Source: an optimization exercise on an open RTL-to-GDS flow (aim: small area, a short achievable clock period and few clock cycles). Production flows keep margins and buffers that such runs may drop. Function was checked by simulation only, so behaviour that the tests miss may differ from the original. Power figures rest on the tool's default switching activity, not on a simulated workload.

$ cat flow/run.sh
#!/bin/bash
# synth_recipe.tcl (not shown) runs the flow's synth.tcl, then flattens the netlist and writes it again
# the make line also repeats each setting of config.mk as NAME=value (left out here)
make -C /OpenROAD-flow-scripts/flow DESIGN_CONFIG=/design/flow/config.mk WORK_HOME=/design/flow/orfs CLKGATE_MAP_FILE= SYNTH_SCRIPT=/design/flow/synth_recipe.tcl finish
$ cat flow/config.mk
export PLATFORM = sky130hd
export DESIGN_NAME = pzip_decompressor
export DESIGN_NICKNAME = pzip_decompressor
export VERILOG_FILES = /design/flow/design.v
export SDC_FILE = /design/flow/constraint.sdc
export NUM_CORES = 4
export LEC_CHECK = 0
export CAP_MARGIN = 20
export CORE_MARGIN = 2
export CORE_UTILIZATION = 40
export SLEW_MARGIN = 20
$ cat flow/constraint.sdc
create_clock -name core_clock -period 15.0 [get_ports {clk}]
set_input_delay 3.0000 -clock core_clock [delete_from_list [all_inputs] [get_ports {clk}]]
set_output_delay 3.0000 -clock core_clock [all_outputs]
set_load 0.01 [all_outputs]
$ cat flow/design.v
module pzip_decompressor (
    input  wire       clk,
    input  wire       rst,
    input  wire       in_valid,
    output wire       in_ready,
    input  wire [7:0] in_data,
    input  wire       in_last,
    output wire       out_valid,
    input  wire       out_ready,
    output wire [7:0] out_data,
    output reg        done,
    output reg        err
);
    localparam [3:0] S_HAS      = 4'd0,    
                     S_TLEN     = 4'd1,    
                     S_TBYTE    = 4'd2,    
                     S_TAG      = 4'd3,    
                     S_RLE_C    = 4'd4,    
                     S_RLE_B    = 4'd5,    
                     S_RLE_OUT  = 4'd6,    
                     S_RAW      = 4'd7,    
                     S_D_FIRST  = 4'd8,    
                     S_D_DELTA  = 4'd9,    
                     S_D_CODE   = 4'd10,   
                     S_D_UNPACK = 4'd11,   
                     S_POUT     = 4'd12,   
                     S_FIN      = 4'd13,   
                     S_DRAIN    = 4'd14;   
    reg  [3:0]  state;
    reg  [15:0] bbuf;
    reg  [4:0]  bcnt;
    reg         last_seen;
    reg  [3:0]  idx;
    reg  [3:0]  tlen;
    reg  [7:0]  trail [0:14];
    reg  [7:0]  run_cnt;
    reg  [7:0]  run_val;
    reg  [2:0]  dbits;
    reg  [7:0]  prev;
    reg  [7:0]  sorted [0:8];
    reg  [3:0]  order  [0:8];
    reg  [31:0] code;
    reg         err_r;
    reg  [3:0]  rd_n;
    always @(*) begin
        case (state)
            S_HAS:     rd_n = 4'd1;
            S_TLEN:    rd_n = 4'd4;
            S_TBYTE:   rd_n = 4'd8;
            S_TAG:     rd_n = 4'd3;
            S_RLE_C:   rd_n = 4'd8;
            S_RLE_B:   rd_n = 4'd8;
            S_RAW:     rd_n = 4'd8;
            S_D_FIRST: rd_n = 4'd8;
            S_D_DELTA: rd_n = {1'b0, dbits};
            S_D_CODE:  rd_n = 4'd8;
            default:   rd_n = 4'd0;
        endcase
    end
    wire        rd_ok     = ({1'b0, rd_n} <= bcnt);
    wire        rd_fire   = (rd_n != 4'd0) && rd_ok;
    wire        truncated = (rd_n != 4'd0) && !rd_ok && last_seen;
    wire [7:0]  rd_val    = bbuf[15:8] >> (4'd8 - rd_n);
    assign in_ready = !last_seen && ((state == S_DRAIN) || (bcnt <= 5'd8));
    wire        accept   = in_valid && in_ready;
    wire [4:0]  used      = rd_fire ? {1'b0, rd_n} : 5'd0;
    wire [4:0]  cnt_after = bcnt - used;
    wire [15:0] shifted   = bbuf << used;
    wire [15:0] inserted  = {in_data, 8'h00} >> cnt_after;
    wire [31:0] code_div  = code / 32'd10;
    wire [3:0]  digit     = code - code_div * 32'd10;
    wire [8:0]  dsum      = {1'b0, prev} + {1'b0, rd_val};
    assign out_valid = (state == S_RLE_OUT) || (state == S_POUT) ||
                       ((state == S_FIN) && (idx != tlen));
    assign out_data  = (state == S_RLE_OUT) ? run_val :
                       (state == S_POUT)    ? sorted[order[idx]] :
                                              trail[idx];
    wire        out_fire = out_valid && out_ready;
    integer i;
    always @(posedge clk) begin
        if (rst) begin
            state     <= S_HAS;
            bbuf      <= 16'd0;
            bcnt      <= 5'd0;
            last_seen <= 1'b0;
            idx       <= 4'd0;
            tlen      <= 4'd0;
            err_r     <= 1'b0;
            done      <= 1'b0;
            err       <= 1'b0;
        end else begin
            done <= 1'b0;
            if (state != S_DRAIN) begin
                bbuf <= accept ? (shifted | inserted) : shifted;
                bcnt <= accept ? (cnt_after + 5'd8) : cnt_after;
            end
            if (accept && in_last)
                last_seen <= 1'b1;
            if (truncated) begin
                err_r <= 1'b1;
                state <= S_DRAIN;
            end else begin
                case (state)
                    S_HAS: if (rd_fire) begin
                        tlen <= 4'd0;
                        state <= rd_val[0] ? S_TLEN : S_TAG;
                    end
                    S_TLEN: if (rd_fire) begin
                        tlen  <= rd_val[3:0];
                        idx   <= 4'd0;
                        state <= (rd_val[3:0] == 4'd0) ? S_TAG : S_TBYTE;
                    end
                    S_TBYTE: if (rd_fire) begin
                        trail[idx] <= rd_val;
                        idx <= idx + 4'd1;
                        if (idx == tlen - 4'd1)
                            state <= S_TAG;
                    end
                    S_TAG: if (rd_fire) begin
                        idx <= 4'd0;
                        case (rd_val[2:0])
                            3'd7: state <= S_FIN;
                            3'd0: state <= S_RLE_C;
                            3'd1: state <= S_RAW;
                            default: begin
                                dbits <= rd_val[2:0] - 3'd2;
                                state <= S_D_FIRST;
                            end
                        endcase
                    end
                    S_RLE_C: if (rd_fire) begin
                        run_cnt <= rd_val;
                        state   <= S_RLE_B;
                    end
                    S_RLE_B: if (rd_fire) begin
                        run_val <= rd_val;
                        state   <= (run_cnt == 8'd0) ? S_TAG : S_RLE_OUT;
                    end
                    S_RLE_OUT: if (out_fire) begin
                        run_cnt <= run_cnt - 8'd1;
                        if (run_cnt == 8'd1)
                            state <= S_TAG;
                    end
                    S_RAW: if (rd_fire) begin
                        sorted[idx] <= rd_val;
                        order[idx]  <= idx;
                        idx <= idx + 4'd1;
                        if (idx == 4'd8) begin
                            idx   <= 4'd0;
                            state <= S_POUT;
                        end
                    end
                    S_D_FIRST: if (rd_fire) begin
                        sorted[0] <= rd_val;
                        prev      <= rd_val;
                        idx       <= 4'd1;
                        state     <= S_D_DELTA;
                    end
                    S_D_DELTA: if (rd_fire || dbits == 3'd0) begin
                        if (dbits != 3'd0 && dsum[8]) begin
                            err_r <= 1'b1;
                            state <= S_DRAIN;
                        end else begin
                            sorted[idx] <= (dbits == 3'd0) ? prev : dsum[7:0];
                            prev        <= (dbits == 3'd0) ? prev : dsum[7:0];
                            idx <= idx + 4'd1;
                            if (idx == 4'd8) begin
                                idx   <= 4'd0;
                                state <= S_D_CODE;
                            end
                        end
                    end
                    S_D_CODE: if (rd_fire) begin
                        code <= {code[23:0], rd_val};
                        idx  <= idx + 4'd1;
                        if (idx == 4'd3) begin
                            idx   <= 4'd0;
                            state <= S_D_UNPACK;
                        end
                    end
                    S_D_UNPACK: begin
                        if (digit == 4'd0) begin
                            err_r <= 1'b1;
                            state <= S_DRAIN;
                        end else begin
                            order[idx] <= digit - 4'd1;
                            code <= code_div;
                            idx  <= idx + 4'd1;
                            if (idx == 4'd8) begin
                                idx   <= 4'd0;
                                state <= S_POUT;
                            end
                        end
                    end
                    S_POUT: if (out_fire) begin
                        idx <= idx + 4'd1;
                        if (idx == 4'd8) begin
                            idx   <= 4'd0;
                            state <= S_TAG;
                        end
                    end
                    S_FIN: begin
                        if (idx == tlen)
                            state <= S_DRAIN;
                        else if (out_fire)
                            idx <= idx + 4'd1;
                    end
                    S_DRAIN: begin
                        if (last_seen || (accept && in_last)) begin
                            done      <= 1'b1;
                            err       <= err_r;
                            err_r     <= 1'b0;
                            last_seen <= 1'b0;
                            bbuf      <= 16'd0;
                            bcnt      <= 5'd0;
                            idx       <= 4'd0;
                            state     <= S_HAS;
                        end
                    end
                    default: state <= S_HAS;
                endcase
            end
        end
    end
endmodule
==> summary.txt <==
[cell type report]
type / count / area, um2
Multi-Input combinational cell: 1573 / 11180
Sequential cell: 328 / 9442
Clock inverter: 13 / 155.1
Inverter: 63 / 236.5
Clock buffer: 50 / 973.4
Timing Repair Buffer: 92 / 763.2
Fill cell: 4921 / 28940
Tap cell: 688 / 860.8
[power by group]
part	switching, W	internal, W	total (W)
Sequential	0.0000415	0.00109	0.00114
Clock	0.000363	0.000494	0.000857
Combinational	0.000970	0.000579	0.00155
[path summary, 6_finish.rpt]
| check | cells after the start | endpoint | startpoint | slack, ns |
|---|---|---|---|---|
| worst max register to register | 53 | order[8][3] | code[31] | 0.87 |
| worst min register to register | 2 | err | err | 0.46 |
| worst min-delay path | 2 | err | err | 0.46 |
| worst max-delay path | 53 | order[8][3] | code[31] | 0.87 |
[per-stage QoR]
step / cells / TNS, ns / worst slack [ns] / hold WS, ns / power (W)
after floorplan: 2111 / 0 / 2.041 / 0.4439 / 0.002259
after global placement: 2720 / 0 / 0.7716 / 0.4459 / 0.002659
after detailed placement: 2720 / 0 / 0.3598 / 0.4544 / 0.002677
after CTS: 2783 / 0 / 0.3339 / 0.4618 / 0.003539
after global routing: 2807 / -2.149 / -0.06586 / 0.4899 / 0.003764
final: 2807 / 0 / 0.8663 / 0.4556 / 0.003541
[cell usage after synthesis (22+ instances only)]
| library cell | n | share of area (%) |
|---|---|---|
| edfxtp_1 | 287 | 41 |
| nor2_1 | 223 | 3.9 |
| nand2_1 | 180 | 3.2 |
| a21oi_1 | 141 | 3.3 |
| o21ai_0 | 110 | 2.6 |
| clkbuf_1 | 109 | 1.9 |
| mux2i_1 | 80 | 3.8 |
| nor3_1 | 68 | 1.6 |
| nand3_1 | 55 | 1.3 |
| inv_1 | 53 | 0.94 |
| mux4_2 | 52 | 5.5 |
| a211oi_1 | 50 | 1.8 |
| dfxtp_1 | 41 | 3.9 |
| o211ai_1 | 37 | 1.3 |
| xnor2_1 | 29 | 1.2 |
| ha_1 | 28 | 1.6 |
| nor2b_1 | 28 | 0.82 |
| a31oi_1 | 22 | 0.65 |
[critical path, delay by kind of cell (launching register included)]
family | cells | cell delay (ns)
compound gates | 26 | 6.85
xor+xnor | 2 | 0.40
fa+ha+maj | 3 | 0.79
buf+inv | 5 | 0.88
flops | 1 | 0.50
mux | 2 | 0.62
simple gates | 15 | 3.75
[cells in the final DEF (no fill, tap or decap), types with 11 or more instances in the layout]
cell,Yosys,routed
a22oi_1,20,20
clkbuf_16,0,36
nand3_1,55,55
buf_4,8,67
clkdlybuf4s50_1,0,24
nand2b_1,18,18
xnor2_1,29,29
o21ai_1,15,14
a21oi_1,141,137
ha_1,28,28
and3_1,21,20
nand2_1,180,178
clkbuf_1,109,12
edfxtp_1,287,287
nor2_1,223,218
mux4_2,52,52
xor2_1,15,15
nand4_1,18,18
nor2b_1,28,28
o211ai_1,37,37
inv_1,53,53
and2_1,20,20
nor3_1,68,67
a211oi_1,50,46
a21o_1,12,12
dfxtp_1,41,39
a221oi_1,16,15
nor4_1,19,17
o21ai_0,110,110
o31ai_1,12,11
a31oi_1,22,21
mux2i_1,80,80
o221ai_1,15,15
a2111oi_0,11,11
[kinds of logic after synthesis]
family,synth area share [%]
AO/OA/AOI/OAI,21.49
XOR/XNOR,1.811
adder cells (fa/ha/maj),2.129
buffers and inverters,4.163
flip-flops,44.36
multiplexers,9.656
AND/OR/NAND/NOR,16.38
[repair_timing]
action | in CTS | in global routing
setup endpoints to repair | 0 | 116
resized for setup | 0 | 31
setup buffers | 0 | 20
[metal layers]
| layer | global-route usage (%) | wire length [um] | up-vias | part of all wire, % |
|---|---|---|---|---|
| met5 | 0 | 0 | - | 0 |
| met4 | 4.776 | 1237 | 0 | 2.1 |
| met3 | 2.773 | 3488 | 91 | 6.0 |
| met2 | 32.30 | 27510 | 635 | 47 |
| met1 | 28.98 | 26310 | 8575 | 45 |
| li1 | - | - | 8129 | - |
[registers in the layout, indices dropped and copies added, names as in the netlist, named ones only]
register and cells:
idx 4, sorted 72, bcnt 5, tlen 4
run_val 8, run_cnt 8, bbuf 16, last_seen 1
state 4, dbits 3, prev 8, code 32
order 36, err_r 1, done 1, trail 120
err 1
==> run_results.csv <==
group,metric,value,unit
outcome,status,"timing/DRC/antenna clean",
layout,finish.utilization,44.93,%
drt,routed_wirelength,58540,um
global_route,grt_pass1_vias,16449,
clock_network,cts_root_buf,"clkbuf_16",
die,fp.dieH,234.6,um
layout,area_growth,10.97,%
layout,drive_gt1_share,13.83,%
sta,report.final.slew_viol_count,0,
critical_path,path_common_cell,"buf_4",
clock_network,path_clk_slew,0.06,ns
clock_network,cts-buffers-inserted,36,
die,ios,25,
layout,nets,2138,
placement,place_area,22120,um2
sta,worst_pin_slew,1.079,ns
clock_network,insertion_delay,0.54,ns
global_route,track_usage,20.18,%
die,core_area,52550,um2
placement,dp_hpwl,39600,um
critical_path,worstPathArrival,14.36,ns
drt,firstDrtPassIters,5,
global_route,antenna_found_initial,0,
global_route,overflow,0,
clock_network,hold_buffers,0,
critical_path,path_max_fanout,21,
placement,io_buffers,24,
clock_network,cts_tree,"done",
logic_synthesis,async_flop_share,0,%
power,leakage,8.057,nW
layout,diodes,0,
power,powerDensity,150.0,nW/um2
logic_synthesis,synth_edf_count,287,
global_route,grt_pass1_wl,91780,um
critical_path,cp.required,15.23,ns
hold_path,hp-class,"reg2reg",
sta,slew_headroom,27.87,%
die,chipWidth,234.6,um
logic_synthesis,ys_ff_latch,328,
clock_network,cts_sinks,328,
die,initial_core_util,40.49,%
sta,setup_viol,0,
drt,drt_iter0_drc,1585,
power,ir_drop,0.0001181,V
critical_path,critical_path_class,"reg2reg",
logic_synthesis,synth-main-ff-cell,"edfxtp_1",
drt,vias_per_cell,6.209,
logic_synthesis,synth_area_per_cell,10.08,um2
critical_path,worst_path_max_delay_cell,"edfxtp_1",
drt,routed-via-count,17430,
critical_path,slowest_delay,0.50,ns
sta,timing.final.crit_share,94.22,%
drt,drc,0,
die,std_cell_rows,84,
job,maxCapViolations,0,
layout,fin_area,23610,um2
logic_synthesis,syn_nets,2155,
drt,ant_nets,0,
logic_synthesis,ys_seq_area_share,44.36,%
clock_network,htree_levels,2,
logic_synthesis,yosysUniqueCellTypes,121,
sta,hold_viol,0,
clock_network,clockBufferDepth,3,
logic_synthesis,netlist_instances,2111,
placement,place.gp.congestion,0.9164,
sta,fin_crit,14.13,ns
logic_synthesis,yosysWarnings,1,
global_route,grt_max_degree,49,
drt,avgRoutedWirePerCell,20.86,um
sta,fmax,70.75,MHz
logic_synthesis,mappedNetlistArea,21280,um2
die,dieArea,55050,um2
sta,fin_skew,0.01598,ns
critical_path,worst_setup_path_end_kind,"flop",
critical_path,worst_setup_path_start_kind,"flop",
Testbench counts, summed over its fixed seeds: cycles 108,553.

## afterwards: timing with drivers on the ports
How much do the figures lean on ideal ports? The routed layout below was timed once more, with nothing changed but the port constraints.
Step 1 (the two cells are an assumption about what drives the block):
set clk [get_ports {clk}]
set_driving_cell -lib_cell sky130_fd_sc_hd__clkbuf_16 $clk
set_driving_cell -lib_cell sky130_fd_sc_hd__buf_2 [delete_from_list [all_inputs] $clk]
Step 2 times the ports against the registers' clock, not the clock port: input delays grow and output delays shrink by t, the midpoint of the rising clock arrivals with the driver on.
Slacks: no drivers / after step 1 / after step 2; pairs: no drivers / after step 1.
shift t [ns]: 0.585
slack for setup (ns): 0.866 / 0.866 / 0.866
slew at the worst register clock pin (ns): 0.06 / 0.06
worst data-port slew with drivers (ns): 0.03
After both steps setup and hold are still met in this run. For this run, drivers alone change the setup slack by 0.000 ns; drivers and shift together by 0.000 ns.
